Context: an optimization exercise on an open-source flow, tuned for small area, a short achievable clock period and few clock cycles. The choices shown serve that exercise and are no tape-out recipe. The RTL was checked by simulation tests, not by an equivalence proof against the original design. No activity file was given, so power comes from the tool's default toggle rates.

==> flow/design.v, too long to show whole: its modules and the start of the top module <==
// module ambi_rsh26: 17 lines
// module ambi_add_a: 26 lines
// module ambi_add_b: 37 lines
// module ambi_b2f: 13 lines
// module ambi_sub_b: 34 lines
// module ambi_mul_a: 43 lines
// module ambi_mul_b: 34 lines
// module ambi_shape_index: 18 lines
// module ambi_shape_scale: 13 lines
// module ambi_mul24: 919 lines
// module ambi_core: 420 lines
module ambi_core (
    input  wire        clk,
    input  wire        rst,            
    input  wire        cmd_valid,
    output wire        cmd_ready,
    input  wire [3:0]  cmd_op,
    input  wire [7:0]  cmd_addr,
    input  wire [31:0] cmd_data,
    output wire        out_valid,
    input  wire        out_ready,
    output wire [7:0]  out_data,
    output wire        out_last,
    output reg         rsp_valid,
    output reg  [31:0] rsp_data
);
  // ...
==> flow/flow/run.sh <==
#!/bin/bash
# The standard layout, with a stronger buffer on every port than the
# default choice of buffer_ports, and timing repair aimed at a slack of
# 54.6 ns on the design's 70 ns clock.
set -euo pipefail
export BUFFER_PORTS_ARGS="-buffer_cell sky130_fd_sc_hd__buf_4"
export SETUP_SLACK_MARGIN=54.6
bash standard.sh finish > standard_flow.log 2>&1
==> flow/standard.sh <==
#!/bin/bash
# synth_recipe.tcl (not shown) runs the flow's synth.tcl, then flattens the netlist and writes it again
# the make line also repeats each setting of config.mk as NAME=value (left out here)
make -C /OpenROAD-flow-scripts/flow DESIGN_CONFIG=/design/flow/config.mk WORK_HOME=/design/flow/orfs CLKGATE_MAP_FILE= SYNTH_SCRIPT=/design/flow/synth_recipe.tcl "${@:-finish}"
==> flow/config.mk <==
export PLATFORM = sky130hd
export DESIGN_NAME = ambi_core
export DESIGN_NICKNAME = ambi_core
export VERILOG_FILES = /design/flow/design.v
export SDC_FILE = /design/flow/constraint.sdc
export NUM_CORES = 8
export LEC_CHECK = 0
export ABC_AREA = 1
export CAP_MARGIN = 40
export CORE_MARGIN = 2
export CORE_UTILIZATION = 40
export CTS_CLUSTER_DIAMETER = 80
export CTS_CLUSTER_SIZE = 25
export SLEW_MARGIN = 40
==> flow/constraint.sdc <==
create_clock -name core_clock -period 70.0 [get_ports {clk}]
set_input_delay 14.0000 -clock core_clock [delete_from_list [all_inputs] [get_ports {clk}]]
set_output_delay 14.0000 -clock core_clock [all_outputs]
set_load 0.01 [all_outputs]
==> results.sh, run 1 <==
export IMPL_status="no timing/DRC/antenna violations"
export IMPL_cp_required_ns=56.00
export IMPL_crit_cells=1
export IMPL_routedWlPerCell_um=24.9
export IMPL_place_hpwl_um=382000
export IMPL_worstPathArrival_ns=1.51
export IMPL_min_period_ns=15.51
export IMPL_reg_top3="lr (2048), tr (768)"
export IMPL_syn_inst=15100
export IMPL_n_clock_buffer=195
export IMPL_layout_drive_gt1_share_pct=6.59
export IMPL_syn_to_final_growth_pct=9.51
export IMPL_synth_top_family_by_area="simple AND/OR/NAND/NOR gates"
export IMPL_cellPowerDensity_mw_per_mm2=22.7
export IMPL_p_int_uw=2640
export IMPL_crit_slowest_cell="edfxtp_1"
export IMPL_synthSimpleGateAreaFrac_pct=15.5
export IMPL_r2r_end="od_r[7]$_DFFE_PN_"
export IMPL_synth_compound_area_share_pct=13.2
export IMPL_nWellTaps=4578
export IMPL_m1WireLength_um=219000
export IMPL_synth_xor_area_share_pct=3.58
export IMPL_grt_first_pass_wirelength_um=708000
export IMPL_n_antenna_cell=19
export IMPL_rsz0062_at_grt="true"
export IMPL_synth_area_mux_share_pct=0.160
export IMPL_multi_input_cells=9217
export IMPL_clock_power_uw=1200
Testbench counts, summed over its fixed seeds: cycles 4,337.
==> module ambi_sub_b, before the edit <==
module ambi_sub_b (
    input  wire        sx,
    input  wire [7:0]  ex,
    input  wire [27:0] s,
    output wire        dz,         
    output wire        ds,         
    output reg  [9:0]  de,         
    output reg  [22:0] df          
);
    assign dz = s == 28'd0;
    assign ds = sx;
    reg [26:0] q;
    reg [9:0]  e;
    reg        inc;
    reg [32:0] r;
    always @(*) begin
        q = s[26:0];
        e = {2'b00, ex};
        if (s[27]) begin
            q = {s[27:2], s[1] | s[0]};
            e = e + 10'd1;
        end else begin
            if (q[26:11] == 16'd0) begin q = q << 16; e = e - 10'd16; end
            if (q[26:19] == 8'd0)  begin q = q << 8;  e = e - 10'd8;  end
            if (q[26:23] == 4'd0)  begin q = q << 4;  e = e - 10'd4;  end
            if (q[26:25] == 2'd0)  begin q = q << 2;  e = e - 10'd2;  end
            if (q[26] == 1'b0)     begin q = q << 1;  e = e - 10'd1;  end
        end
        inc = q[2] & (q[1] | q[0] | q[3]);
        r   = {e, q[25:3]} + {32'd0, inc};
        de  = r[32:23];
        df  = r[22:0];
    end
endmodule
==> module ambi_mul_b, before the edit <==
module ambi_mul_b (
    input  wire        pz,
    input  wire        ps,
    input  wire [9:0]  pe,
    input  wire [24:0] pm,
    input  wire        pst,
    output reg  [31:0] y
);
    reg  [9:0]  k;
    reg  [24:0] mv;
    reg         sv;
    reg         inc;
    reg  [31:0] mag;
    always @(*) begin
        k  = 10'd1 - pe;
        mv = pm;
        sv = pst;
        if (pe[9] || pe == 10'd0) begin
            if (k > 10'd25) begin
                sv = 1'b1;
                mv = 25'd0;
            end else begin
                if (k[0]) begin sv = sv | mv[0];     mv = mv >> 1;  end
                if (k[1]) begin sv = sv | |mv[1:0];  mv = mv >> 2;  end
                if (k[2]) begin sv = sv | |mv[3:0];  mv = mv >> 4;  end
                if (k[3]) begin sv = sv | |mv[7:0];  mv = mv >> 8;  end
                if (k[4]) begin sv = sv | |mv[15:0]; mv = mv >> 16; end
            end
        end
        inc = mv[0] & (sv | mv[1]);
        mag = {1'b0, (mv[24] ? pe[7:0] : 8'd0), mv[23:1]} + {31'd0, inc};
        y   = pz ? {ps, 31'd0} : {ps, mag[30:0]};
    end
endmodule
==> module ambi_shape_scale, before the edit <==
module ambi_shape_scale (
    input  wire [7:0]  gv,
    input  wire [31:0] bright,    
    output wire [7:0]  o
);
    wire [7:0]  eb  = (bright[30:23] == 8'd0) ? 8'd1 : bright[30:23];
    wire [23:0] mb  = {bright[30:23] != 8'd0, bright[22:0]};
    wire [31:0] prd = gv * mb;
    wire [7:0]  s1  = 8'd149 - eb;           
    wire [9:0]  v   = (s1 > 8'd32) ? 10'd0 : (prd[31:22] >> (s1 - 8'd22));
    wire [9:0]  w   = v + 10'd1;
    assign o = w[8:1];
endmodule
==> module ambi_core, before the edit <==
module ambi_core (
    input  wire        clk,
    input  wire        rst,            
    input  wire        cmd_valid,
    output wire        cmd_ready,
    input  wire [3:0]  cmd_op,
    input  wire [7:0]  cmd_addr,
    input  wire [31:0] cmd_data,
    output wire        out_valid,
    input  wire        out_ready,
    output wire [7:0]  out_data,
    output wire        out_last,
    output reg         rsp_valid,
    output reg  [31:0] rsp_data
);
    localparam NCH = 24;
    localparam [31:0] ALPHA_INIT  = 32'h3F000000;    
    localparam [31:0] BRIGHT_INIT = 32'h3F800000;    
    localparam [31:0] F32_ONE     = 32'h3F800000;
    integer k;
    reg rst_q;
    always @(posedge clk) rst_q <= rst;
    reg  [7:0] lr [0:255];
    reg  [7:0] ph;
    reg        sweep;                   
    wire [7:0] ins_slot  = ph + 8'd1;
    wire [7:0] ins_entry = {ins_slot[0], ins_slot[7:1]};
    reg        rdy_r;
    reg        rdy_pn;              
    reg        h_v;
    reg [3:0]  h_op;
    reg [7:0]  h_addr;
    reg [31:0] h_data;
    assign cmd_ready = ~rdy_pn;
    wire h_show   = h_op == 4'd0;
    wire h_smooth = h_op == 4'd1;
    wire h_bright = h_op == 4'd2;
    wire h_lut    = h_op == 4'd3;
    wire h_pix    = h_op == 4'd4;
    wire h_new    = h_op == 4'd5;
    wire h_frame  = h_op == 4'd6;
    wire h_clear  = h_op == 4'd7;
    wire h_read   = h_op == 4'd8;
    wire data_ok  = h_data[30:23] != 8'hFF;
    wire h_ch     = h_addr[7:5] == 3'd0 && h_addr[4:0] < NCH;    
    wire h_proc   = h_show | (h_bright & data_ok) | h_pix | h_frame;    
    wire h_xop    = h_proc | h_clear;                                   
    reg        proc_busy;       
    reg [4:0]  rph;             
    reg [1:0]  pm;              
    reg [4:0]  pc;              
    reg        clear_m;         
    reg        px_put;          
    reg        smooth_m;        
    reg        xfer_pend;       
    reg        ov_r, ol_r;      
    reg [7:0]  od_r;
    reg        px_busy;         
    reg        px_abs;          
    reg        px_sg;           
    reg        px_zero;         
    reg [4:0]  px_cnt;          
    wire       fpass = proc_busy & smooth_m;                
    wire [4:0] e0 = (rph >= 5'd6)  ? rph - 5'd6  : rph + 5'd18;
    wire [4:0] e1 = (rph >= 5'd14) ? rph - 5'd14 : rph + 5'd10;
    wire [4:0] e2 = (rph >= 5'd22) ? rph - 5'd22 : rph + 5'd2;
    wire       fp_ok = pc >= 5'd6;
    wire na0      = (!fpass | ((pm == 2'd0) & fp_ok)) & (h_addr[4:0] == e0);
    wire na1      = (!fpass | ((pm == 2'd1) & fp_ok)) & (h_addr[4:0] == e1);
    wire na2      = (!fpass | ((pm == 2'd2) & fp_ok)) & (h_addr[4:0] == e2);
    wire new_at   = !h_ch | na0 | na1 | na2;
    wire at_tap   = (rph == 5'd7) | (rph == 5'd15) | (rph == 5'd23);
    wire [1:0] tap_n = (rph == 5'd7) ? 2'd1 : (rph == 5'd15) ? 2'd2 : 2'd0;
    wire o_free   = !xfer_pend & (!ov_r | ol_r);            
    wire x_idle   = !xfer_pend & !ov_r;
    reg h_can;
    always @(*) begin
        if (sweep)          h_can = 1'b0;
        else if (h_new)     h_can = new_at;
        else if (h_lut)     h_can = !proc_busy & (ins_entry == h_addr);
        else if (h_smooth)  h_can = !proc_busy & !an_busy;
        else if (h_read)    h_can = !proc_busy & x_idle & (!h_ch | (rph == h_addr[4:0]));
        else if (h_pix)     h_can = !proc_busy & o_free & at_tap & !an_busy & (px_put | !h_ch);
        else if (h_xop)     h_can = !proc_busy & o_free & at_tap & !an_busy;
        else                h_can = 1'b1;
    end
    wire h_exec = h_v & h_can;
    wire       px_step = h_v & h_pix & px_busy & (!px_abs | !h_data[31]);
    wire [31:0] px_neg = ~h_data + 32'd1;
    wire [31:0] px_next = !px_abs ? (h_data[31] ? px_neg : h_data) : {h_data[30:0], 1'b0};
    wire px_inj = h_v & h_pix & !px_busy & !px_put & h_ch & !proc_busy & (rph == h_addr[4:0]);
    always @(posedge clk) begin
        if (h_free)
            px_put <= 1'b0;
        else if (px_inj)
            px_put <= 1'b1;
    end
    always @(posedge clk) begin
        if (h_free) begin
            px_busy <= 1'b1;
            px_abs  <= 1'b0;
        end else if (h_v & h_pix & px_busy) begin
            if (!px_abs) begin
                px_abs  <= 1'b1;
                px_sg   <= h_data[31];
                px_zero <= h_data == 32'd0;
                px_cnt  <= 5'd0;
                if (h_data == 32'd0)
                    px_busy <= 1'b0;
            end else if (h_data[31])
                px_busy <= 1'b0;
            else
                px_cnt <= px_cnt + 5'd1;
        end
    end
    wire        px_inc = h_data[7] & ((|h_data[6:0]) | h_data[8]);
    wire [30:0] px_mag = {8'd158 - {3'd0, px_cnt}, h_data[30:8]} + {30'd0, px_inc};
    wire [31:0] pix_f  = px_zero ? 32'd0 : {px_sg, px_mag};
    wire h_free = !h_v | h_exec;
    wire x_new = cmd_op == 4'd5;
    wire x_nop = cmd_op[3] & (cmd_op[2:0] != 3'd0);
    wire       fpass_n = (fpass & (pc != NCH + 5)) | (h_exec & h_frame);
    wire [1:0] pm_n    = (h_exec & h_xop) ? tap_n : pm;
    wire       fp_ok_n = !(h_exec & h_xop) & (pc >= 5'd5);
    wire       al0_n   = !fpass_n | ((pm_n == 2'd0) & fp_ok_n);
    wire       al1_n   = !fpass_n | ((pm_n == 2'd1) & fp_ok_n);
    wire       al2_n   = !fpass_n | ((pm_n == 2'd2) & fp_ok_n);
    wire [4:0] f0 = (rph >= 5'd5)  ? rph - 5'd5  : rph + 5'd19;
    wire [4:0] f1 = (rph >= 5'd13) ? rph - 5'd13 : rph + 5'd11;
    wire [4:0] f2 = (rph >= 5'd21) ? rph - 5'd21 : rph + 5'd3;
    wire x_at  = (cmd_addr[7:5] != 3'd0) | (cmd_addr[4:3] == 2'b11) |
                 (al0_n & (cmd_addr[4:0] == f0)) | (al1_n & (cmd_addr[4:0] == f1)) |
                 (al2_n & (cmd_addr[4:0] == f2));
    wire x_can = x_nop | (x_new & x_at);
    wire h_soon = h_v & h_new & ((al0_n & (h_addr[4:0] == f0)) | (al1_n & (h_addr[4:0] == f1)) |
                                 (al2_n & (h_addr[4:0] == f2)));
    always @(posedge clk) begin
        if (rdy_r) begin
            h_op   <= cmd_op;
            h_addr <= cmd_addr;
            h_data <= cmd_data;
        end else if (px_step)
            h_data <= px_next;
        if (rst | rst_q | sweep) begin
            h_v      <= 1'b0;
            rdy_r    <= !rst & !rst_q & (ph == 8'd255);
            rdy_pn   <= rst | rst_q | (ph != 8'd255);
        end else begin
            if (rdy_r)
                h_v <= cmd_valid;
            else if (h_exec)
                h_v <= 1'b0;
            rdy_r    <= rdy_r ? (!cmd_valid | x_can) : (h_free | h_soon);
            rdy_pn   <= rdy_r ? (cmd_valid & !x_can) : !(h_free | h_soon);
        end
    end
    reg [31:0] alpha;
    reg [31:0] bright;
    reg        an_z;            
    reg [9:0]  an_e;            
    reg [23:0] an_m;            
    wire       an_busy = !an_m[23] & !an_z;    
    reg [31:0] data_clamped;
    always @(*) begin
        if (h_data[31] && h_data[30:0] != 31'd0)
            data_clamped = 32'd0;
        else if (!h_data[31] && h_data[30:0] > F32_ONE[30:0])
            data_clamped = F32_ONE;
        else
            data_clamped = h_data;
    end
    wire dc_n = data_clamped[30:23] != 8'd0;
    always @(posedge clk) begin
        if (rst_q) begin
            alpha  <= ALPHA_INIT;
            bright <= BRIGHT_INIT;
            an_z   <= 1'b0;
            an_e   <= 10'd126;
            an_m   <= 24'h800000;
        end else if (h_exec & data_ok & h_smooth) begin
            alpha <= data_clamped;
            an_z  <= data_clamped[30:0] == 31'd0;
            an_e  <= dc_n ? {2'b00, data_clamped[30:23]} : 10'd1;
            an_m  <= {dc_n, data_clamped[22:0]};
        end else if (an_busy) begin
            an_e  <= an_e - 10'd1;
            an_m  <= {an_m[22:0], 1'b0};
        end
        if (!rst_q & h_exec & data_ok & h_bright)
            bright <= data_clamped;
    end
    reg [31:0] tr [0:NCH-1];      
    reg [7:0]  orr [0:NCH-1];     
    reg [7:0]  sr [0:NCH-1];      
    wire [31:0] t_rd = (pm == 2'd1) ? tr[8] : (pm == 2'd2) ? tr[16] : tr[0];
    wire [7:0]  s_rd = (pm == 2'd1) ? sr[8] : (pm == 2'd2) ? sr[16] : sr[0];
    reg  [4:0]  xptr;
    wire [4:0]  o_ridx = x_idle ? h_addr[4:0] : xptr;
    wire [4:0]  o_pos  = (rph >= o_ridx) ? rph - o_ridx : rph + 5'd24 - o_ridx;
    wire        o_in   = o_ridx < NCH;
    reg  [7:0]  o_rd;
    always @(*) begin
        o_rd = 8'd0;
        for (k = 0; k < NCH; k = k + 1)
            o_rd = o_rd | ({8{o_in & (o_pos == k)}} & orr[k]);
    end
    always @(posedge clk) begin
        if (rst_q) begin
            proc_busy <= 1'b0;
            rph       <= 5'd0;
            pm        <= 2'd0;
        end else begin
            rph <= (rph == NCH - 1) ? 5'd0 : rph + 5'd1;
            if (h_exec & h_xop) begin
                proc_busy <= 1'b1;
                smooth_m  <= h_frame;
                clear_m   <= h_clear;
                pm        <= tap_n;
                pc        <= 5'd0;
            end else if (proc_busy) begin
                pc <= pc + 5'd1;
                if (pc == NCH + 5)
                    proc_busy <= 1'b0;
            end
        end
    end
    wire [31:0] sf;
    ambi_b2f u_b2f (.s(s_rd), .y(sf));
    wire        a_sx, a_sz;
    wire [7:0]  a_ex;
    wire [27:0] a_s;
    ambi_add_a u_suba (.a(sf), .b({~t_rd[31], t_rd[30:0]}), .sx(a_sx), .sz(a_sz), .ex(a_ex), .s(a_s));
    reg         rb_sx;
    reg [7:0]   rb_ex;
    reg [27:0]  rb_s;
    always @(posedge clk) begin
        rb_sx <= a_sx;
        rb_ex <= a_ex;
        rb_s  <= a_s;
    end
    wire        b_dz, b_ds;
    wire [9:0]  b_de;
    wire [22:0] b_df;
    ambi_sub_b u_subb (.sx(rb_sx), .ex(rb_ex), .s(rb_s), .dz(b_dz), .ds(b_ds), .de(b_de), .df(b_df));
    reg         rc_dz, rc_ds;
    reg [9:0]   rc_de;
    reg [22:0]  rc_df;
    always @(posedge clk) begin
        rc_dz <= b_dz;
        rc_ds <= b_ds;
        rc_de <= b_de;
        rc_df <= b_df;
    end
    wire        c_pz, c_ps, c_pst;
    wire [9:0]  c_pe;
    wire [24:0] c_pm;
    ambi_mul_a u_mula (.az(an_z), .as(alpha[31]), .ae(an_e), .af(an_m[22:0]),
                       .dz(rc_dz), .ds(rc_ds), .de(rc_de), .df(rc_df),
                       .pz(c_pz), .ps(c_ps), .pe(c_pe), .pm(c_pm), .pst(c_pst));
    reg         rd_pz, rd_ps, rd_pst;
    reg [9:0]   rd_pe;
    reg [24:0]  rd_pm;
    always @(posedge clk) begin
        rd_pz  <= c_pz;
        rd_ps  <= c_ps;
        rd_pst <= c_pst;
        rd_pe  <= c_pe;
        rd_pm  <= c_pm;
    end
    wire [31:0] d_p;
    ambi_mul_b u_mulb (.pz(rd_pz), .ps(rd_ps), .pe(rd_pe), .pm(rd_pm), .pst(rd_pst), .y(d_p));
    reg [31:0]  re_p;
    always @(posedge clk)
        re_p <= smooth_m ? d_p : 32'h80000000;
    wire        e_sx, e_sz;
    wire [7:0]  e_ex;
    wire [27:0] e_s;
    wire [31:0] e_t = (pm == 2'd1) ? tr[12] : (pm == 2'd2) ? tr[20] : tr[4];
    ambi_add_a u_adda (.a(e_t), .b(re_p), .sx(e_sx), .sz(e_sz), .ex(e_ex), .s(e_s));
    reg         rf_sx, rf_sz;
    reg [7:0]   rf_ex;
    reg [27:0]  rf_s;
    always @(posedge clk) begin
        rf_sx <= e_sx;
        rf_sz <= e_sz;
        rf_ex <= e_ex;
        rf_s  <= e_s;
    end
    wire [31:0] t_new;
    ambi_add_b u_addb (.sx(rf_sx), .sz(rf_sz), .ex(rf_ex), .s(rf_s), .y(t_new));
    wire [7:0] sh_idx;
    ambi_shape_index u_idx (.t(t_new), .idx(sh_idx));
    reg [7:0] rg_pos;               
    always @(posedge clk)
        rg_pos <= ins_slot - {sh_idx[6:0], sh_idx[7]};
    reg [7:0] l_rd;
    always @(*) begin
        l_rd = 8'd0;
        for (k = 0; k < 256; k = k + 1)
            l_rd = l_rd | ({8{rg_pos == k}} & lr[k]);
    end
    wire [7:0] shaped;
    ambi_shape_scale u_scale (.gv(l_rd), .bright(bright), .o(shaped));
    wire        t_zero  = sweep | (proc_busy & clear_m);
    wire        t_ins   = proc_busy & smooth_m & (pc >= 5'd5) & (pc <= NCH + 4);
    always @(posedge clk) begin
        tr[0] <= tr[NCH-1];
        tr[1] <= t_zero ? 32'd0 : (px_inj ? pix_f : tr[0]);
        for (k = 2; k < NCH; k = k + 1)
            tr[k] <= tr[k-1];
        if (t_ins & (pm == 2'd0))
            tr[6] <= t_new;
        if (t_ins & (pm == 2'd1))
            tr[14] <= t_new;
        if (t_ins & (pm == 2'd2))
            tr[22] <= t_new;
    end
    wire [4:0]  o_widx  = pc - 5'd6;
    wire        o_wen   = proc_busy & (pc >= 5'd6);
    wire [7:0]  o_wd    = clear_m ? 8'd0 : shaped;
    always @(posedge clk) begin
        orr[0] <= orr[NCH-1];
        for (k = 1; k < NCH; k = k + 1)
            orr[k] <= orr[k-1];
        if (sweep)
            orr[7] <= 8'd0;
        else if (o_wen & (pm == 2'd0))
            orr[7] <= o_wd;
        if (o_wen & (pm == 2'd1))
            orr[15] <= o_wd;
        if (o_wen & (pm == 2'd2))
            orr[23] <= o_wd;
    end
    wire        s_wen   = h_exec & h_new & h_ch;
    always @(posedge clk) begin
        sr[0] <= sr[NCH-1];
        for (k = 1; k < NCH; k = k + 1)
            sr[k] <= sr[k-1];
        if (sweep)
            sr[7] <= 8'd0;
        else if (s_wen & na0)
            sr[7] <= h_data[7:0];
        if (s_wen & na1)
            sr[15] <= h_data[7:0];
        if (s_wen & na2)
            sr[23] <= h_data[7:0];
    end
    wire       l_wen   = h_exec & h_lut;
    wire [7:0] ins_val = sweep ? ins_entry : h_data[7:0];
    always @(posedge clk) begin
        if (rst_q) begin
            ph    <= 8'd0;
            sweep <= 1'b1;
        end else begin
            ph <= ph + 8'd1;
            if (ph == 8'd255)
                sweep <= 1'b0;
        end
        lr[0] <= (sweep | l_wen) ? ins_val : lr[255];
        for (k = 1; k < 256; k = k + 1)
            lr[k] <= lr[k-1];
    end
    reg [2:0]  gcnt;            
    reg        ov_pn, ol_pn;        
    assign out_valid = ~ov_pn;
    assign out_data  = od_r;
    assign out_last  = ~ol_pn;
    wire o_byp  = o_wen & (o_widx == xptr);
    wire o0_ok  = !proc_busy | (pc > 5'd5);
    wire start = xfer_pend & !ov_r & (gcnt == 3'd0) & o0_ok;
    wire adv   = ov_r & out_ready;
    always @(posedge clk) begin
        if (rst | rst_q)
            ov_r <= 1'b0;
        else if (start)
            ov_r <= 1'b1;
        else if (adv & ol_r)
            ov_r <= 1'b0;
        ov_pn <= rst | rst_q | !(start | (ov_r & !(adv & ol_r)));
        if (start | (adv & !ol_r)) begin
            od_r <= o_byp ? o_wd : o_rd;
            ol_r <= xptr == NCH - 1;
        end
        ol_pn <= (start | (adv & !ol_r)) ? (xptr != NCH - 1) : !ol_r;
        if (rst_q) begin
            xfer_pend <= 1'b0;
            xptr      <= 5'd0;
            gcnt      <= 3'd0;
        end else begin
            if (h_exec & h_xop)
                xfer_pend <= 1'b1;
            else if (start)
                xfer_pend <= 1'b0;
            if (adv & ol_r)
                xptr <= 5'd0;
            else if (start | adv)
                xptr <= xptr + 5'd1;
            if (adv & ol_r)
                gcnt <= 3'd7;
            else if (gcnt != 3'd0)
                gcnt <= gcnt - 3'd1;
        end
    end
    always @(posedge clk) begin
        if (rst | rst_q)
            rsp_valid <= 1'b0;
        else
            rsp_valid <= h_exec & h_read;
        if (h_ch)
            rsp_data <= tr[0];
        else if (h_addr[7:5] == 3'd1)
            rsp_data <= {24'd0, o_rd};
        else if (h_addr == 8'd64)
            rsp_data <= alpha;
        else if (h_addr == 8'd65)
            rsp_data <= bright;
        else
            rsp_data <= 32'd0;
    end
endmodule
==> inputs of run 2 (changes only) <==
--- a/flow/design.v
+++ b/flow/design.v
@@ -1 +1,16 @@
+module ambi_inc #(parameter W = 32) (
+    input  wire [W-1:0] a,
+    input  wire         c,
+    output wire [W-1:0] y
+);
+    wire [W:0] cc;
+    assign cc[0] = c;
+    genvar i;
+    generate
+        for (i = 0; i < W; i = i + 1) begin : g_bit
+            assign y[i]    = a[i] ^ cc[i];
+            assign cc[i+1] = a[i] & cc[i];
+        end
+    endgenerate
+endmodule
 module ambi_rsh26 (
@@ -107,3 +122,4 @@
     reg        inc;
-    reg [32:0] r;
+    wire [32:0] r;
+    ambi_inc #(.W(33)) u_inc (.a({e, q[25:3]}), .c(inc), .y(r));
     always @(*) begin
@@ -122,3 +138,2 @@
         inc = q[2] & (q[1] | q[0] | q[3]);
-        r   = {e, q[25:3]} + {32'd0, inc};
         de  = r[32:23];
@@ -182,3 +197,4 @@
     reg         inc;
-    reg  [31:0] mag;
+    wire [30:0] mag;
+    ambi_inc #(.W(31)) u_inc (.a({(mv[24] ? pe[7:0] : 8'd0), mv[23:1]}), .c(inc), .y(mag));
     always @(*) begin
@@ -200,3 +216,2 @@
         inc = mv[0] & (sv | mv[1]);
-        mag = {1'b0, (mv[24] ? pe[7:0] : 8'd0), mv[23:1]} + {31'd0, inc};
         y   = pz ? {ps, 31'd0} : {ps, mag[30:0]};
@@ -229,3 +244,4 @@
     wire [23:0] mb  = {bright[30:23] != 8'd0, bright[22:0]};
-    wire [31:0] prd = gv * mb;
+    wire [31:0] prd;
+    ambi_mul8 u_m (.a(mb), .b(gv), .y(prd));
     wire [7:0]  s1  = 8'd149 - eb;           
@@ -1154,2 +1170,314 @@
 endmodule
+module ambi_mul8 (
+    input  wire [23:0] a,
+    input  wire [7:0] b,
+    output wire [31:0] y
+);
+    wire w0 = b[0] ^ 1'b0;
+    wire w1 = (b[1] & ~b[0] & ~1'b0) | (~b[1] & b[0] & 1'b0);
+    wire w2 = ((w0 & a[0])) ^ b[1];
+    wire w3 = ((w0 & a[1]) | (w1 & a[0])) ^ b[1];
+    wire w4 = ((w0 & a[2]) | (w1 & a[1])) ^ b[1];
+    wire w5 = ((w0 & a[3]) | (w1 & a[2])) ^ b[1];
+    wire w6 = ((w0 & a[4]) | (w1 & a[3])) ^ b[1];
+    wire w7 = ((w0 & a[5]) | (w1 & a[4])) ^ b[1];
+    wire w8 = ((w0 & a[6]) | (w1 & a[5])) ^ b[1];
+    wire w9 = ((w0 & a[7]) | (w1 & a[6])) ^ b[1];
+    wire w10 = ((w0 & a[8]) | (w1 & a[7])) ^ b[1];
+    wire w11 = ((w0 & a[9]) | (w1 & a[8])) ^ b[1];
+    wire w12 = ((w0 & a[10]) | (w1 & a[9])) ^ b[1];
+    wire w13 = ((w0 & a[11]) | (w1 & a[10])) ^ b[1];
+    wire w14 = ((w0 & a[12]) | (w1 & a[11])) ^ b[1];
+    wire w15 = ((w0 & a[13]) | (w1 & a[12])) ^ b[1];
+    wire w16 = ((w0 & a[14]) | (w1 & a[13])) ^ b[1];
+    wire w17 = ((w0 & a[15]) | (w1 & a[14])) ^ b[1];
+    wire w18 = ((w0 & a[16]) | (w1 & a[15])) ^ b[1];
+    wire w19 = ((w0 & a[17]) | (w1 & a[16])) ^ b[1];
+    wire w20 = ((w0 & a[18]) | (w1 & a[17])) ^ b[1];
+    wire w21 = ((w0 & a[19]) | (w1 & a[18])) ^ b[1];
+    wire w22 = ((w0 & a[20]) | (w1 & a[19])) ^ b[1];
+    wire w23 = ((w0 & a[21]) | (w1 & a[20])) ^ b[1];
+    wire w24 = ((w0 & a[22]) | (w1 & a[21])) ^ b[1];
+    wire w25 = ((w0 & a[23]) | (w1 & a[22])) ^ b[1];
+    wire w26 = ((w1 & a[23])) ^ b[1];
+    wire w27 = ~b[1];
+    wire w28 = b[2] ^ b[1];
+    wire w29 = (b[3] & ~b[2] & ~b[1]) | (~b[3] & b[2] & b[1]);
+    wire w30 = ((w28 & a[0])) ^ b[3];
+    wire w31 = ((w28 & a[1]) | (w29 & a[0])) ^ b[3];
+    wire w32 = ((w28 & a[2]) | (w29 & a[1])) ^ b[3];
+    wire w33 = ((w28 & a[3]) | (w29 & a[2])) ^ b[3];
+    wire w34 = ((w28 & a[4]) | (w29 & a[3])) ^ b[3];
+    wire w35 = ((w28 & a[5]) | (w29 & a[4])) ^ b[3];
+    wire w36 = ((w28 & a[6]) | (w29 & a[5])) ^ b[3];
+    wire w37 = ((w28 & a[7]) | (w29 & a[6])) ^ b[3];
+    wire w38 = ((w28 & a[8]) | (w29 & a[7])) ^ b[3];
+    wire w39 = ((w28 & a[9]) | (w29 & a[8])) ^ b[3];
+    wire w40 = ((w28 & a[10]) | (w29 & a[9])) ^ b[3];
+    wire w41 = ((w28 & a[11]) | (w29 & a[10])) ^ b[3];
+    wire w42 = ((w28 & a[12]) | (w29 & a[11])) ^ b[3];
+    wire w43 = ((w28 & a[13]) | (w29 & a[12])) ^ b[3];
+    wire w44 = ((w28 & a[14]) | (w29 & a[13])) ^ b[3];
+    wire w45 = ((w28 & a[15]) | (w29 & a[14])) ^ b[3];
+    wire w46 = ((w28 & a[16]) | (w29 & a[15])) ^ b[3];
+    wire w47 = ((w28 & a[17]) | (w29 & a[16])) ^ b[3];
+    wire w48 = ((w28 & a[18]) | (w29 & a[17])) ^ b[3];
+    wire w49 = ((w28 & a[19]) | (w29 & a[18])) ^ b[3];
+    wire w50 = ((w28 & a[20]) | (w29 & a[19])) ^ b[3];
+    wire w51 = ((w28 & a[21]) | (w29 & a[20])) ^ b[3];
+    wire w52 = ((w28 & a[22]) | (w29 & a[21])) ^ b[3];
+    wire w53 = ((w28 & a[23]) | (w29 & a[22])) ^ b[3];
+    wire w54 = ((w29 & a[23])) ^ b[3];
+    wire w55 = ~b[3];
+    wire w56 = b[4] ^ b[3];
+    wire w57 = (b[5] & ~b[4] & ~b[3]) | (~b[5] & b[4] & b[3]);
+    wire w58 = ((w56 & a[0])) ^ b[5];
+    wire w59 = ((w56 & a[1]) | (w57 & a[0])) ^ b[5];
+    wire w60 = ((w56 & a[2]) | (w57 & a[1])) ^ b[5];
+    wire w61 = ((w56 & a[3]) | (w57 & a[2])) ^ b[5];
+    wire w62 = ((w56 & a[4]) | (w57 & a[3])) ^ b[5];
+    wire w63 = ((w56 & a[5]) | (w57 & a[4])) ^ b[5];
+    wire w64 = ((w56 & a[6]) | (w57 & a[5])) ^ b[5];
+    wire w65 = ((w56 & a[7]) | (w57 & a[6])) ^ b[5];
+    wire w66 = ((w56 & a[8]) | (w57 & a[7])) ^ b[5];
+    wire w67 = ((w56 & a[9]) | (w57 & a[8])) ^ b[5];
+    wire w68 = ((w56 & a[10]) | (w57 & a[9])) ^ b[5];
+    wire w69 = ((w56 & a[11]) | (w57 & a[10])) ^ b[5];
+    wire w70 = ((w56 & a[12]) | (w57 & a[11])) ^ b[5];
+    wire w71 = ((w56 & a[13]) | (w57 & a[12])) ^ b[5];
+    wire w72 = ((w56 & a[14]) | (w57 & a[13])) ^ b[5];
+    wire w73 = ((w56 & a[15]) | (w57 & a[14])) ^ b[5];
+    wire w74 = ((w56 & a[16]) | (w57 & a[15])) ^ b[5];
+    wire w75 = ((w56 & a[17]) | (w57 & a[16])) ^ b[5];
+    wire w76 = ((w56 & a[18]) | (w57 & a[17])) ^ b[5];
+    wire w77 = ((w56 & a[19]) | (w57 & a[18])) ^ b[5];
+    wire w78 = ((w56 & a[20]) | (w57 & a[19])) ^ b[5];
+    wire w79 = ((w56 & a[21]) | (w57 & a[20])) ^ b[5];
+    wire w80 = ((w56 & a[22]) | (w57 & a[21])) ^ b[5];
+    wire w81 = ((w56 & a[23]) | (w57 & a[22])) ^ b[5];
+    wire w82 = ((w57 & a[23])) ^ b[5];
+    wire w83 = ~b[5];
+    wire w84 = b[6] ^ b[5];
+    wire w85 = (b[7] & ~b[6] & ~b[5]) | (~b[7] & b[6] & b[5]);
+    wire w86 = ((w84 & a[0])) ^ b[7];
+    wire w87 = ((w84 & a[1]) | (w85 & a[0])) ^ b[7];
+    wire w88 = ((w84 & a[2]) | (w85 & a[1])) ^ b[7];
+    wire w89 = ((w84 & a[3]) | (w85 & a[2])) ^ b[7];
+    wire w90 = ((w84 & a[4]) | (w85 & a[3])) ^ b[7];
+    wire w91 = ((w84 & a[5]) | (w85 & a[4])) ^ b[7];
+    wire w92 = ((w84 & a[6]) | (w85 & a[5])) ^ b[7];
+    wire w93 = ((w84 & a[7]) | (w85 & a[6])) ^ b[7];
+    wire w94 = ((w84 & a[8]) | (w85 & a[7])) ^ b[7];
+    wire w95 = ((w84 & a[9]) | (w85 & a[8])) ^ b[7];
+    wire w96 = ((w84 & a[10]) | (w85 & a[9])) ^ b[7];
+    wire w97 = ((w84 & a[11]) | (w85 & a[10])) ^ b[7];
+    wire w98 = ((w84 & a[12]) | (w85 & a[11])) ^ b[7];
+    wire w99 = ((w84 & a[13]) | (w85 & a[12])) ^ b[7];
+    wire w100 = ((w84 & a[14]) | (w85 & a[13])) ^ b[7];
+    wire w101 = ((w84 & a[15]) | (w85 & a[14])) ^ b[7];
+    wire w102 = ((w84 & a[16]) | (w85 & a[15])) ^ b[7];
+    wire w103 = ((w84 & a[17]) | (w85 & a[16])) ^ b[7];
+    wire w104 = ((w84 & a[18]) | (w85 & a[17])) ^ b[7];
+    wire w105 = ((w84 & a[19]) | (w85 & a[18])) ^ b[7];
+    wire w106 = ((w84 & a[20]) | (w85 & a[19])) ^ b[7];
+    wire w107 = ((w84 & a[21]) | (w85 & a[20])) ^ b[7];
+    wire w108 = ((w84 & a[22]) | (w85 & a[21])) ^ b[7];
+    wire w109 = ((w84 & a[23]) | (w85 & a[22])) ^ b[7];
+    wire w110 = ((w85 & a[23])) ^ b[7];
+    wire w111 = ~b[7];
+    wire w112 = 1'b0 ^ b[7];
+    wire w113 = (1'b0 & ~1'b0 & ~b[7]) | (~1'b0 & 1'b0 & b[7]);
+    wire w114 = (w112 & a[0]);
+    wire w115 = (w112 & a[1]) | (w113 & a[0]);
+    wire w116 = (w112 & a[2]) | (w113 & a[1]);
+    wire w117 = (w112 & a[3]) | (w113 & a[2]);
+    wire w118 = (w112 & a[4]) | (w113 & a[3]);
+    wire w119 = (w112 & a[5]) | (w113 & a[4]);
+    wire w120 = (w112 & a[6]) | (w113 & a[5]);
+    wire w121 = (w112 & a[7]) | (w113 & a[6]);
+    wire w122 = (w112 & a[8]) | (w113 & a[7]);
+    wire w123 = (w112 & a[9]) | (w113 & a[8]);
+    wire w124 = (w112 & a[10]) | (w113 & a[9]);
+    wire w125 = (w112 & a[11]) | (w113 & a[10]);
+    wire w126 = (w112 & a[12]) | (w113 & a[11]);
+    wire w127 = (w112 & a[13]) | (w113 & a[12]);
+    wire w128 = (w112 & a[14]) | (w113 & a[13]);
+    wire w129 = (w112 & a[15]) | (w113 & a[14]);
+    wire w130 = (w112 & a[16]) | (w113 & a[15]);
+    wire w131 = (w112 & a[17]) | (w113 & a[16]);
+    wire w132 = (w112 & a[18]) | (w113 & a[17]);
+    wire w133 = (w112 & a[19]) | (w113 & a[18]);
+    wire w134 = (w112 & a[20]) | (w113 & a[19]);
+    wire w135 = (w112 & a[21]) | (w113 & a[20]);
+    wire w136 = (w112 & a[22]) | (w113 & a[21]);
+    wire w137 = (w112 & a[23]) | (w113 & a[22]);
+    wire w138 = (w113 & a[23]);
+    wire w139 = w8 ^ w34;
+    wire w140 = w8 & w34;
+    wire w141 = w9 ^ w35;
+    wire w142 = w9 & w35;
+    wire w143 = w10 ^ w36 ^ w62;
+    wire w144 = (w10 & w36) | (w10 & w62) | (w36 & w62);
+    wire w145 = w11 ^ w37 ^ w63;
+    wire w146 = (w11 & w37) | (w11 & w63) | (w37 & w63);
+    wire w147 = w12 ^ w38 ^ w64;
+    wire w148 = (w12 & w38) | (w12 & w64) | (w38 & w64);
+    wire w149 = w13 ^ w39 ^ w65;
+    wire w150 = (w13 & w39) | (w13 & w65) | (w39 & w65);
+    wire w151 = w14 ^ w40 ^ w66;
+    wire w152 = (w14 & w40) | (w14 & w66) | (w40 & w66);
+    wire w153 = w15 ^ w41 ^ w67;
+    wire w154 = (w15 & w41) | (w15 & w67) | (w41 & w67);
+    wire w155 = w16 ^ w42 ^ w68;
+    wire w156 = (w16 & w42) | (w16 & w68) | (w42 & w68);
+    wire w157 = w17 ^ w43 ^ w69;
+    wire w158 = (w17 & w43) | (w17 & w69) | (w43 & w69);
+    wire w159 = w18 ^ w44 ^ w70;
+    wire w160 = (w18 & w44) | (w18 & w70) | (w44 & w70);
+    wire w161 = w19 ^ w45 ^ w71;
+    wire w162 = (w19 & w45) | (w19 & w71) | (w45 & w71);
+    wire w163 = w20 ^ w46 ^ w72;
+    wire w164 = (w20 & w46) | (w20 & w72) | (w46 & w72);
+    wire w165 = w21 ^ w47 ^ w73;
+    wire w166 = (w21 & w47) | (w21 & w73) | (w47 & w73);
+    wire w167 = w22 ^ w48 ^ w74;
+    wire w168 = (w22 & w48) | (w22 & w74) | (w48 & w74);
+    wire w169 = w23 ^ w49 ^ w75;
+    wire w170 = (w23 & w49) | (w23 & w75) | (w49 & w75);
+    wire w171 = w24 ^ w50 ^ w76;
+    wire w172 = (w24 & w50) | (w24 & w76) | (w50 & w76);
+    wire w173 = w25 ^ w51 ^ w77;
+    wire w174 = (w25 & w51) | (w25 & w77) | (w51 & w77);
+    wire w175 = w26 ^ w52 ^ w78;
+    wire w176 = (w26 & w52) | (w26 & w78) | (w52 & w78);
+    wire w177 = w27 ^ w53 ^ w79;
+    wire w178 = (w27 & w53) | (w27 & w79) | (w53 & w79);
+    wire w179 = w105 ^ w131;
+    wire w180 = w105 & w131;
+    wire w181 = w54 ^ w80 ^ w106;
+    wire w182 = (w54 & w80) | (w54 & w106) | (w80 & w106);
+    wire w183 = w132 ^ 1'b1;
+    wire w184 = w132 & 1'b1;
+    wire w185 = w55 ^ w81 ^ w107;
+    wire w186 = (w55 & w81) | (w55 & w107) | (w81 & w107);
+    wire w187 = w82 ^ w108;
+    wire w188 = w82 & w108;
+    wire w189 = w6 ^ w32;
+    wire w190 = w6 & w32;
+    wire w191 = w7 ^ w33;
+    wire w192 = w7 & w33;
+    wire w193 = w139 ^ w60 ^ w86;
+    wire w194 = (w139 & w60) | (w139 & w86) | (w60 & w86);
+    wire w195 = w140 ^ w141 ^ w61;
+    wire w196 = (w140 & w141) | (w140 & w61) | (w141 & w61);
+    wire w197 = w142 ^ w143 ^ w88;
+    wire w198 = (w142 & w143) | (w142 & w88) | (w143 & w88);
+    wire w199 = w144 ^ w145 ^ w89;
+    wire w200 = (w144 & w145) | (w144 & w89) | (w145 & w89);
+    wire w201 = w146 ^ w147 ^ w90;
+    wire w202 = (w146 & w147) | (w146 & w90) | (w147 & w90);
+    wire w203 = w148 ^ w149 ^ w91;
+    wire w204 = (w148 & w149) | (w148 & w91) | (w149 & w91);
+    wire w205 = w150 ^ w151 ^ w92;
+    wire w206 = (w150 & w151) | (w150 & w92) | (w151 & w92);
+    wire w207 = w152 ^ w153 ^ w93;
+    wire w208 = (w152 & w153) | (w152 & w93) | (w153 & w93);
+    wire w209 = w154 ^ w155 ^ w94;
+    wire w210 = (w154 & w155) | (w154 & w94) | (w155 & w94);
+    wire w211 = w156 ^ w157 ^ w95;
+    wire w212 = (w156 & w157) | (w156 & w95) | (w157 & w95);
+    wire w213 = w158 ^ w159 ^ w96;
+    wire w214 = (w158 & w159) | (w158 & w96) | (w159 & w96);
+    wire w215 = w160 ^ w161 ^ w97;
+    wire w216 = (w160 & w161) | (w160 & w97) | (w161 & w97);
+    wire w217 = w162 ^ w163 ^ w98;
+    wire w218 = (w162 & w163) | (w162 & w98) | (w163 & w98);
+    wire w219 = w164 ^ w165 ^ w99;
+    wire w220 = (w164 & w165) | (w164 & w99) | (w165 & w99);
+    wire w221 = w166 ^ w167 ^ w100;
+    wire w222 = (w166 & w167) | (w166 & w100) | (w167 & w100);
+    wire w223 = w168 ^ w169 ^ w101;
+    wire w224 = (w168 & w169) | (w168 & w101) | (w169 & w101);
+    wire w225 = w170 ^ w171 ^ w102;
+    wire w226 = (w170 & w171) | (w170 & w102) | (w171 & w102);
+    wire w227 = w172 ^ w173 ^ w103;
+    wire w228 = (w172 & w173) | (w172 & w103) | (w173 & w103);
+    wire w229 = w174 ^ w175 ^ w104;
+    wire w230 = (w174 & w175) | (w174 & w104) | (w175 & w104);
+    wire w231 = w176 ^ w177 ^ w179;
+    wire w232 = (w176 & w177) | (w176 & w179) | (w177 & w179);
+    wire w233 = w178 ^ w180 ^ w181;
+    wire w234 = (w178 & w180) | (w178 & w181) | (w180 & w181);
+    wire w235 = w182 ^ w184 ^ w185;
+    wire w236 = (w182 & w184) | (w182 & w185) | (w184 & w185);
+    wire w237 = w186 ^ w187 ^ w134;
+    wire w238 = (w186 & w187) | (w186 & w134) | (w187 & w134);
+    wire w239 = w188 ^ w83 ^ w109;
+    wire w240 = (w188 & w83) | (w188 & w109) | (w83 & w109);
+    wire w241 = w110 ^ w136;
+    wire w242 = w110 & w136;
+    wire w243 = w4 ^ w30;
+    wire w244 = w4 & w30;
+    wire w245 = w5 ^ w31;
+    wire w246 = w5 & w31;
+    wire w247 = w189 ^ w58 ^ b[5];
+    wire w248 = (w189 & w58) | (w189 & b[5]) | (w58 & b[5]);
+    wire w249 = w190 ^ w191 ^ w59;
+    wire w250 = (w190 & w191) | (w190 & w59) | (w191 & w59);
+    wire w251 = w192 ^ w193 ^ b[7];
+    wire w252 = (w192 & w193) | (w192 & b[7]) | (w193 & b[7]);
+    wire w253 = w194 ^ w195 ^ w87;
+    wire w254 = (w194 & w195) | (w194 & w87) | (w195 & w87);
+    wire w255 = w196 ^ w197 ^ w114;
+    wire w256 = (w196 & w197) | (w196 & w114) | (w197 & w114);
+    wire w257 = w198 ^ w199 ^ w115;
+    wire w258 = (w198 & w199) | (w198 & w115) | (w199 & w115);
+    wire w259 = w200 ^ w201 ^ w116;
+    wire w260 = (w200 & w201) | (w200 & w116) | (w201 & w116);
+    wire w261 = w202 ^ w203 ^ w117;
+    wire w262 = (w202 & w203) | (w202 & w117) | (w203 & w117);
+    wire w263 = w204 ^ w205 ^ w118;
+    wire w264 = (w204 & w205) | (w204 & w118) | (w205 & w118);
+    wire w265 = w206 ^ w207 ^ w119;
+    wire w266 = (w206 & w207) | (w206 & w119) | (w207 & w119);
+    wire w267 = w208 ^ w209 ^ w120;
+    wire w268 = (w208 & w209) | (w208 & w120) | (w209 & w120);
+    wire w269 = w210 ^ w211 ^ w121;
+    wire w270 = (w210 & w211) | (w210 & w121) | (w211 & w121);
+    wire w271 = w212 ^ w213 ^ w122;
+    wire w272 = (w212 & w213) | (w212 & w122) | (w213 & w122);
+    wire w273 = w214 ^ w215 ^ w123;
+    wire w274 = (w214 & w215) | (w214 & w123) | (w215 & w123);
+    wire w275 = w216 ^ w217 ^ w124;
+    wire w276 = (w216 & w217) | (w216 & w124) | (w217 & w124);
+    wire w277 = w218 ^ w219 ^ w125;
+    wire w278 = (w218 & w219) | (w218 & w125) | (w219 & w125);
+    wire w279 = w220 ^ w221 ^ w126;
+    wire w280 = (w220 & w221) | (w220 & w126) | (w221 & w126);
+    wire w281 = w222 ^ w223 ^ w127;
+    wire w282 = (w222 & w223) | (w222 & w127) | (w223 & w127);
+    wire w283 = w224 ^ w225 ^ w128;
+    wire w284 = (w224 & w225) | (w224 & w128) | (w225 & w128);
+    wire w285 = w226 ^ w227 ^ w129;
+    wire w286 = (w226 & w227) | (w226 & w129) | (w227 & w129);
+    wire w287 = w228 ^ w229 ^ w130;
+    wire w288 = (w228 & w229) | (w228 & w130) | (w229 & w130);
+    wire w289 = w230 ^ w231 ^ 1'b1;
+    wire w290 = (w230 & w231) | (w230 & 1'b1) | (w231 & 1'b1);
+    wire w291 = w232 ^ w233 ^ w183;
+    wire w292 = (w232 & w233) | (w232 & w183) | (w233 & w183);
+    wire w293 = w234 ^ w235 ^ w133;
+    wire w294 = (w234 & w235) | (w234 & w133) | (w235 & w133);
+    wire w295 = w236 ^ w237 ^ 1'b1;
+    wire w296 = (w236 & w237) | (w236 & 1'b1) | (w237 & 1'b1);
+    wire w297 = w238 ^ w239 ^ w135;
+    wire w298 = (w238 & w239) | (w238 & w135) | (w239 & w135);
+    wire w299 = w240 ^ w241 ^ 1'b1;
+    wire w300 = (w240 & w241) | (w240 & 1'b1) | (w241 & 1'b1);
+    wire w301 = w242 ^ w111 ^ w137;
+    wire w302 = (w242 & w111) | (w242 & w137) | (w111 & w137);
+    wire [31:0] r0 = {w300, w298, w296, w294, w292, w290, w288, w286, w284, w282, w280, w278, w276, w274, w272, w270, w268, w266, w264, w262, w260, w258, w256, w254, w252, w250, w248, w246, w244, w243, w3, w2};
+    wire [31:0] r1 = {w301, w299, w297, w295, w293, w291, w289, w287, w285, w283, w281, w279, w277, w275, w273, w271, w269, w267, w265, w263, w261, w259, w257, w255, w253, w251, w249, w247, w245, b[3], 1'b0, b[1]};
+    assign y = r0 + r1;
+endmodule
 module ambi_core (
@@ -1242,3 +1570,4 @@
     wire       px_step = h_v & h_pix & px_busy & (!px_abs | !h_data[31]);
-    wire [31:0] px_neg = ~h_data + 32'd1;
+    wire [31:0] px_neg;
+    ambi_inc #(.W(32)) u_pxneg (.a(~h_data), .c(1'b1), .y(px_neg));
     wire [31:0] px_next = !px_abs ? (h_data[31] ? px_neg : h_data) : {h_data[30:0], 1'b0};
@@ -1270,3 +1599,4 @@
     wire        px_inc = h_data[7] & ((|h_data[6:0]) | h_data[8]);
-    wire [30:0] px_mag = {8'd158 - {3'd0, px_cnt}, h_data[30:8]} + {30'd0, px_inc};
+    wire [30:0] px_mag;
+    ambi_inc #(.W(31)) u_pxmag (.a({8'd158 - {3'd0, px_cnt}, h_data[30:8]}), .c(px_inc), .y(px_mag));
     wire [31:0] pix_f  = px_zero ? 32'd0 : {px_sg, px_mag};
==> run 2 against run 1 <==
Against the previous run: first-iteration DRC count rose by 1.6%; clock power increased by 5%; combinational power increased to 3.4 times the previous value; worst setup slack lost 0.020 ns; sequential power hardly changed; final cell count up 0.60%; via count grew 1.5%; fmax shrank 0.13%; largest power group unchanged.
==> results.sh, run 2 <==
export IMPL_status="no timing/DRC/antenna violations"
export IMPL_synthMostInstantiatedCell="dfxtp_1"
export IMPL_rows=215
export IMPL_crit_fanout=1
export IMPL_synthTopCellsByArea="dfxtp_1, nand2_1, fa_1"
export IMPL_layout_commonest_cell="dfxtp_1"
export IMPL_min_period_ns=15.53
export IMPL_clkSinkCount=3623
export IMPL_cts_tree="yes"
export IMPL_critPathBufInv=2
export IMPL_start_kind="flop"
export IMPL_antenna_found_initial=60
export IMPL_die_width_um=591
export IMPL_place_hpwl_um=438000
export IMPL_die_area_mm2=0.350
export IMPL_worstPathArrival_ns=1.53
export IMPL_synth_xor_area_share_pct=4.02
export IMPL_synth_area_mux_share_pct=0.241
export IMPL_clkLatencyLatePin_ns=1.00
export IMPL_cp_required_ns=56.00
export IMPL_setup_viol=0
export IMPL_cts_htree_levels=4
export IMPL_drtAntennaViolNets=0
export IMPL_syn_inst=15100
export IMPL_ys_ff_latch=3623
export IMPL_drc=0
export IMPL_final_net_count=16200
export IMPL_fin_crit_sh_pct=22.2
export IMPL_fillers=33700
export IMPL_synthFlopType="dfxtp_1"
export IMPL_synth_seq_area_share_pct=53.3
export IMPL_hp_class="flop to flop"
export IMPL_slew_headroom_pct=31.0
export IMPL_grt_first_pass_wirelength_um=782000
export IMPL_yosys_top_cells_count="dfxtp_1, nand2_1, inv_1, nor2_1, o21ai_0"
export IMPL_tightest_slew_ns=1.04
export IMPL_rsz0062_at_grt="true"
export IMPL_largest_reg_flops=2048
export IMPL_syn_cell_area_mm2=0.138
export IMPL_dr_pass1_iters=7
export IMPL_yosys_area_top_type_share_pct=51.1
export IMPL_synth_edf_count=99
export IMPL_tns_ns=0
export IMPL_crit_family="flip-flops"
export IMPL_max_freq_ghz=0.0644
export IMPL_vias=111000
export IMPL_grt_max_degree=79
export IMPL_floorplan_initialDensity_pct=40.2
export IMPL_ios=92
export IMPL_end_kind="output pin"
export IMPL_syn_to_final_growth_pct=10.7
export IMPL_drtIter0Drc=11900
export IMPL_grt_usage_pct=31.4
export IMPL_leakage_uw=0.0634
export IMPL_crit_chain="inv_2, buf_6"
export IMPL_layout_drive_gt1_share_pct=7.61
export IMPL_cp_slowest_stage_delay_ns=0.41
export IMPL_syn_nets=15900
export IMPL_ys_types=79
export IMPL_regMostFlops="lr"
export IMPL_total_power_uw=3910
export IMPL_final_cell_mix="dfxtp_1, nand2_1, inv_1"
export IMPL_synth_top_family_by_area="simple AND/OR/NAND/NOR gates"
export IMPL_synth_adder_area_share_pct=8.68
export IMPL_synthSimpleGateAreaFrac_pct=17.3
export IMPL_wl_um=564000
export IMPL_hold_viol=0
export IMPL_die_h_um=591
export IMPL_cellPowerDensity_mw_per_mm2=25.6
export IMPL_synth_top_cell_by_area="dfxtp_1"
export IMPL_cts_path_max_buffers=4
export IMPL_async_flop_share_pct=0
export IMPL_ys_warn_count=12
export IMPL_max_cap_violations=0
export IMPL_routedWlPerCell_um=28.2
export IMPL_cts_root_buf="clkbuf_16"
export IMPL_synth_compound_area_share_pct=10.9
export IMPL_core_mm2=0.343
export IMPL_port_buffers=91
export IMPL_globalplace_congestion=1.07
export IMPL_overflow=0
export IMPL_cts_buffers=188
export IMPL_crit_slowest_cell="dfxtp_4"
export IMPL_grt_pass1_vias=104000
export IMPL_finalClockSkew_ns=0.129
export IMPL_clkSlewWorstSetupHoldPaths_ns=0.10
export IMPL_crit_type="flop to output pin"
export IMPL_syn_area_per_cell_um2=9.13
export IMPL_finalMaxSlewViolations=0
export IMPL_reg_top3="lr (2048), tr (768)"
export IMPL_ir_drop_mv=0.0266
export IMPL_viasPerCell=5.53
==> run 2: logic make-up (layout without fill, tap and decap cells) <==
kind of cell | count (synthesis) | count (layout)
AND/OR/NAND/NOR | 5610 | 5610
flip-flops | 3623 | 3623
AO/OA/AOI/OAI | 2417 | 2417
buffers and inverters | 2025 | 2327
adder cells (fa/ha/maj) | 769 | 769
XOR/XNOR | 633 | 633
multiplexers | 33 | 33
other | 1 | 39
==> run 2: cell type report <==
type,count,area [um2],share of cell area (%)
multi-input combinational,9463,57700,37.8
timing repair buffer,516,4080,2.67
clock buffer,210,4900,3.21
sequential,3623,73600,48.2
tap,4557,5700,3.73
inverter,1549,5830,3.81
antenna,38,95.1,0.0623
clock inverter,52,865,0.566
==> run 2: routing by layer <==
metal | share of wire, % | vias to the layer above | GRT usage [%]
met5 | 0.026 | - | 0
met2 | 44 | 5122 | 49.4
li1 | - | 50600 | -
met3 | 8.4 | 1378 | 5.95
met1 | 40 | 53500 | 39.3
met4 | 8.1 | 22 | 21.0
==> run 2: power by group <==
part | total [uW] | switching (uW) | internal (uW) | leakage [uW]
clock | 1260 | 726 | 531 | 0.00280
combinational | 561 | 385 | 177 | 0.0313
sequential | 2090 | 13.2 | 2080 | 0.0294
==> run 2: worst paths after layout <==
check,endpoint,startpoint,slack [ns],cells after the start
min,tr[3][5]$_DFF_P_,tr[2][5]$_DFF_P_,0.24,0
min reg2reg,tr[3][5]$_DFF_P_,tr[2][5]$_DFF_P_,0.24,0
max reg2reg,rb_s[26]$_DFF_P_,pm[1]$_SDFF_PP0_,56.41,60
max,out_valid,ov_pn$_DFF_P_,54.47,2
==> run 2: timing repair <==
| item | CTS | global route |
|---|---|---|
| buffers inserted | 0 | 0 |
| gates resized for setup | 76 | 27 |
| hold buffers | 0 | 0 |
| pin swaps | 1 | 5 |
| endpoints found under the setup margin | 46 | 38 |
==> run 2: through the flow <==
stage | instances | hold WS, ns | utilization (%) | cell area [um2] | worst slack, ns
after detailed placement | 19700 | 0.312 | 42.7 | 146000 | 53.37
after global routing | 20000 | 0.239 | 44.5 | 153000 | 54.40
final | 20000 | 0.245 | 44.5 | 153000 | 54.47
after floorplan | 15100 | 0.310 | - | 138000 | 54.54
after CTS | 20000 | 0.242 | 44.4 | 152000 | 54.39
after global placement | 19700 | 0.310 | 42.5 | 146000 | 52.86
Testbench counts of run 2, summed over its fixed seeds: cycles 4,337.
==> module ambi_add_b, before the edit <==
module ambi_add_b (
    input  wire        sx,
    input  wire        sz,
    input  wire [7:0]  ex,
    input  wire [27:0] s,
    output reg  [31:0] y
);
    wire [7:0]  em1 = ex - 8'd1;
    wire [26:0] mark = (em1 < 8'd27) ? (27'h4000000 >> em1) : 27'd0;
    wire [26:0] sv = s[26:0] | mark;
    reg  [4:0]  lz;
    integer i;
    always @(*) begin
        lz = 5'd0;
        for (i = 0; i < 27; i = i + 1)
            if (sv[i]) lz = 5'd26 - i[4:0];
    end
    reg [26:0] q;
    reg [7:0]  e;
    reg        inc;
    reg [30:0] mag;
    always @(*) begin
        if (s[27]) begin
            q = {s[27:2], s[1] | s[0]};
            e = ex + 8'd1;
        end else begin
            q = s[26:0] << lz;
            e = ex - {3'd0, lz};
        end
        inc = q[2] & (q[1] | q[0] | q[3]);
        mag = {(q[26] ? e : 8'd0), q[25:3]} + {30'd0, inc};
        if (s == 28'd0)
            y = {sx & sz, 31'd0};
        else
            y = {sx, mag};
    end
endmodule
==> inputs of run 3 (changes only) <==
--- a/flow/design.v
+++ b/flow/design.v
@@ -15,2 +15,21 @@
 endmodule
+module ambi_incs #(parameter W = 32) (
+    input  wire [W-1:0] a,
+    input  wire         c,
+    output wire [W-1:0] y
+);
+    wire [W:0] cc;
+    assign cc[0] = c;
+    genvar i;
+    generate
+        for (i = 0; i < W; i = i + 1) begin : g_bit
+            assign y[i] = a[i] ^ cc[i];
+            if (i % 8 == 7) begin : g_skip
+                assign cc[i+1] = c & (&a[i:0]);
+            end else begin : g_rip
+                assign cc[i+1] = a[i] & cc[i];
+            end
+        end
+    endgenerate
+endmodule
 module ambi_rsh26 (
@@ -78,3 +97,4 @@
     reg        inc;
-    reg [30:0] mag;
+    wire [30:0] mag;
+    ambi_incs #(.W(31)) u_inc (.a({(q[26] ? e : 8'd0), q[25:3]}), .c(inc), .y(mag));
     always @(*) begin
@@ -88,3 +108,2 @@
         inc = q[2] & (q[1] | q[0] | q[3]);
-        mag = {(q[26] ? e : 8'd0), q[25:3]} + {30'd0, inc};
         if (s == 28'd0)
==> run 3 against run 2 <==
Against the previous run: sequential power hardly changed; global-route usage is 3.4 points higher; total power is 2.0% lower; final area is 0.31% lower; critical endpoint is now out_last; worst hold slack better by 0.011 ns; area after synthesis is 0.13% lower; still clean on timing, DRC and antenna; register-to-register slack better by 1.0 ns; critical path depth stayed put.
==> results.sh, run 3 <==
export IMPL_synth_top_cell_by_area="dfxtp_1"
export IMPL_syn_area_per_cell_um2=9.26
export IMPL_layout_commonest_cell="dfxtp_1"
export IMPL_largest_reg_flops=2048
export IMPL_cts_htree_levels=4
export IMPL_final_cell_mix="dfxtp_1, nand2_1, inv_1"
export IMPL_vias=115000
export IMPL_worstPathArrival_ns=1.57
export IMPL_status="no timing/DRC/antenna violations"
export IMPL_hold_viol=0
export IMPL_cp_required_ns=56.00
export IMPL_ys_ff_latch=3623
export IMPL_clkSinkCount=3623
export IMPL_synth_seq_area_share_pct=53.3
export IMPL_clkLatencyLatePin_ns=1.01
export IMPL_total_power_uw=3830
export IMPL_tns_ns=0
export IMPL_fillers=33600
export IMPL_grt_usage_pct=34.8
export IMPL_start_kind="flop"
export IMPL_min_period_ns=15.57
export IMPL_cts_path_max_buffers=4
export IMPL_globalplace_congestion=1.09
export IMPL_layout_drive_gt1_share_pct=8.05
export IMPL_drc=0
export IMPL_tightest_slew_ns=1.06
export IMPL_crit_type="flop to output pin"
export IMPL_wl_um=625000
export IMPL_syn_inst=14900
export IMPL_seqPwrFrac_pct=54.6
export IMPL_antenna_found_initial=113
export IMPL_finalMaxSlewViolations=0
export IMPL_r2r_start="pm[1]$_SDFF_PP0_"
export IMPL_dr_pass1_iters=8
export IMPL_p_sw_share_pct=28.0
export IMPL_postLayoutCoreUtil_pct=44.4
export IMPL_p_clk_share_pct=32.4
export IMPL_rsz0062_at_grt="true"
export IMPL_end_kind="output pin"
export IMPL_hold_slack_ns=0.256
export IMPL_reg2reg_depth=56
export IMPL_reg_top3="lr (2048), tr (768)"
export IMPL_dp_cells=19500
export IMPL_final_cells=19800
export IMPL_die_h_um=591
export IMPL_yosys_top_cells_count="dfxtp_1, nand2_1, inv_1, nor2_1, o21ai_0"
export IMPL_cts_root_buf="clkbuf_16"
export IMPL_p_int_uw=2760
export IMPL_hold_depth=0
export IMPL_synthMostInstantiatedCell="dfxtp_1"
export IMPL_ys_types=82
export IMPL_grt_pass1_vias=105000
export IMPL_floorplan_initialDensity_pct=40.2
export IMPL_setup_viol=0
export IMPL_place_hpwl_um=486000
export IMPL_grt_first_pass_wirelength_um=843000
export IMPL_regMostFlops="lr"
export IMPL_clkSlewWorstSetupHoldPaths_ns=0.10
export IMPL_r2r_end="rb_s[24]$_DFF_P_"
export IMPL_syn_nets=15700
export IMPL_die_area_mm2=0.349
export IMPL_top_layer_used="met5"
export IMPL_synthFlopType="dfxtp_1"
export IMPL_cts_hold_buf=0
export IMPL_final_net_count=16000
export IMPL_drtAntennaViolNets=0
export IMPL_crit_fanout=1
export IMPL_drtIter0Drc=16700
export IMPL_ir_drop_mv=0.0271
export IMPL_synth_edf_count=99
export IMPL_viasPerCell=5.80
export IMPL_port_buffers=91
export IMPL_multi_input_area_mm2=0.0571
export IMPL_leakage_uw=0.0634
export IMPL_grt_max_degree=78
export IMPL_netSwitchingPower_uw=1070
export IMPL_hp_class="flop to flop"
export IMPL_dr_wl_met3_um=84400
export IMPL_yosys_area_top_type_share_pct=51.2
export IMPL_combPwrFrac_pct=13.0
export IMPL_r2r_slack_ns=57.42
export IMPL_async_flop_share_pct=0
export IMPL_m1WireLength_um=258000
export IMPL_synthTopCellsByArea="dfxtp_1, nand2_1, fa_1"
export IMPL_slew_headroom_pct=29.3
export IMPL_syn_cell_area_mm2=0.138
export IMPL_max_freq_ghz=0.0642
export IMPL_cts_buffers=184
export IMPL_cts_tree="yes"
export IMPL_wl_met2_um=243000
export IMPL_ios=92
export IMPL_syn_to_final_growth_pct=10.5
export IMPL_holdCritStartpoint="orr[2][5]$_DFF_P_"
export IMPL_ys_warn_count=12
export IMPL_die_width_um=591
export IMPL_fin_crit_sh_pct=22.2
export IMPL_min_to="orr[3][5]$_DFF_P_"
export IMPL_finalClockSkew_ns=0.152
export IMPL_core_mm2=0.343
export IMPL_rows=215
export IMPL_routedWlPerCell_um=31.5
export IMPL_max_cap_violations=0
export IMPL_overflow=0
export IMPL_seqCellArea_mm2=0.0736
export IMPL_cellPowerDensity_mw_per_mm2=25.2
-- run 3: cell types whose count changed after synthesis, sizes merged, moves of 30 or more --
cell	previous run	this run
clkbuf	381	337
a31oi	64	98
inv	1502	1543
o21ai	853	883
a22o	196	281
nand3	473	303
buf	95	133
nor2	1051	922
nand2	3247	3168
-- run 3: layer usage --
| metal | vias to the layer above | track usage [%] |
|---|---|---|
| li1 | 49900 | - |
| met1 | 56100 | 47.4 |
| met4 | 44 | 18.0 |
| met3 | 1490 | 12.8 |
| met2 | 7359 | 47.7 |
| met5 | - | 0 |
-- run 3: cell families after synthesis --
kind of cell,after synthesis,share of synthesized area (%)
AND/OR/NAND/NOR,5230,16.1
flip-flops,3623,53.3
AO/OA/AOI/OAI,2536,11.6
buffers and inverters,2059,5.86
adder cells (fa/ha/maj),795,8.93
XOR/XNOR,611,3.89
multiplexers,33,0.241
other,1,0.00272
-- run 3: repair_timing --
action,CTS,global route
endpoints found under the setup margin,45,46
gates resized for setup,77,9
buffers inserted,0,0
pin swaps,5,1
-- run 3: power by group through the flow --
stage	combinational, uW	sequential [uW]	clock [uW]
floorplan	344	2130	0
global placement	479	2140	0
detailed placement	479	2140	0
CTS	483	2090	1240
global route	557	2100	1310
finish	498	2090	1240
-- run 3: final cells by class --
cell class / instances / share of cell area [%]
multi-input cells: 9206 / 37.5
well taps: 4557 / 3.74
flip-flops and latches: 3623 / 48.3
inverters: 1589 / 3.92
repair buffers: 521 / 2.75
diodes: 68 / 0.112
clock inverters: 48 / 0.510
clock buffers: 209 / 3.13
-- run 3: worst max-delay path by stage --
stage	startpoint	to	cells past startpoint
3_5_place_dp	cmd_addr[1]	rdy_pn$_DFF_P_	12
4_1_cts	ol_pn$_DFF_P_	out_last	2
2_1_floorplan	cmd_addr[1]	rdy_pn$_DFF_P_	11
6_report	ol_pn$_DFF_P_	out_last	2
3_3_place_gp	cmd_addr[1]	rdy_pn$_DFF_P_	12
5_1_grt	ol_pn$_DFF_P_	out_last	2
-- run 3: per-stage QoR --
stage	setup slack (ns)	instance area, um2
after global routing	54.38	152000
after global placement	53.46	146000
final	54.43	152000
after CTS	54.40	152000
after floorplan	54.32	138000
after detailed placement	53.49	146000
-- run 3: worst max-delay path, cell delays in order, from the launching register on --
cell and delay [ns]:
dfxtp_4 0.42, inv_2 0.05, buf_6 0.11
Testbench counts of run 3, summed over its fixed seeds: cycles 4,337.

==> afterwards: timing with drivers on the ports <==
The results above use ideal ports. As a check the final layouts listed here were re-extracted and re-timed, cells and wires unchanged. Step 1 sets driving cells, clkbuf_16 on the clock port and buf_2 on the other inputs (assumed; they add their load-dependent delay and slew). Step 2 also shifts input and output timing later by t, the mid clock arrival at the registers, as if the neighbouring blocks saw the same clock. Slacks: ideal ports / drivers / drivers and shift; pairs: ideal ports / drivers.
| run | t (ns) | setup slack, ns | hold slack, ns |
|---|---|---|---|
| run 1 | 1.004 | 54.488 / 54.380 / 54.096 | 0.231 / 0.231 / 0.231 |
| run 2 | 1.051 | 54.469 / 54.362 / 53.590 | 0.245 / 0.245 / 0.245 |
| run 3 | 1.050 | 54.432 / 54.320 / 53.564 | 0.256 / 0.256 / 0.256 |
After both steps setup and hold are still met in every run listed. The setup slack of run 2, which loses most, moves by -0.107 ns with the drivers and by -0.879 ns with both steps.
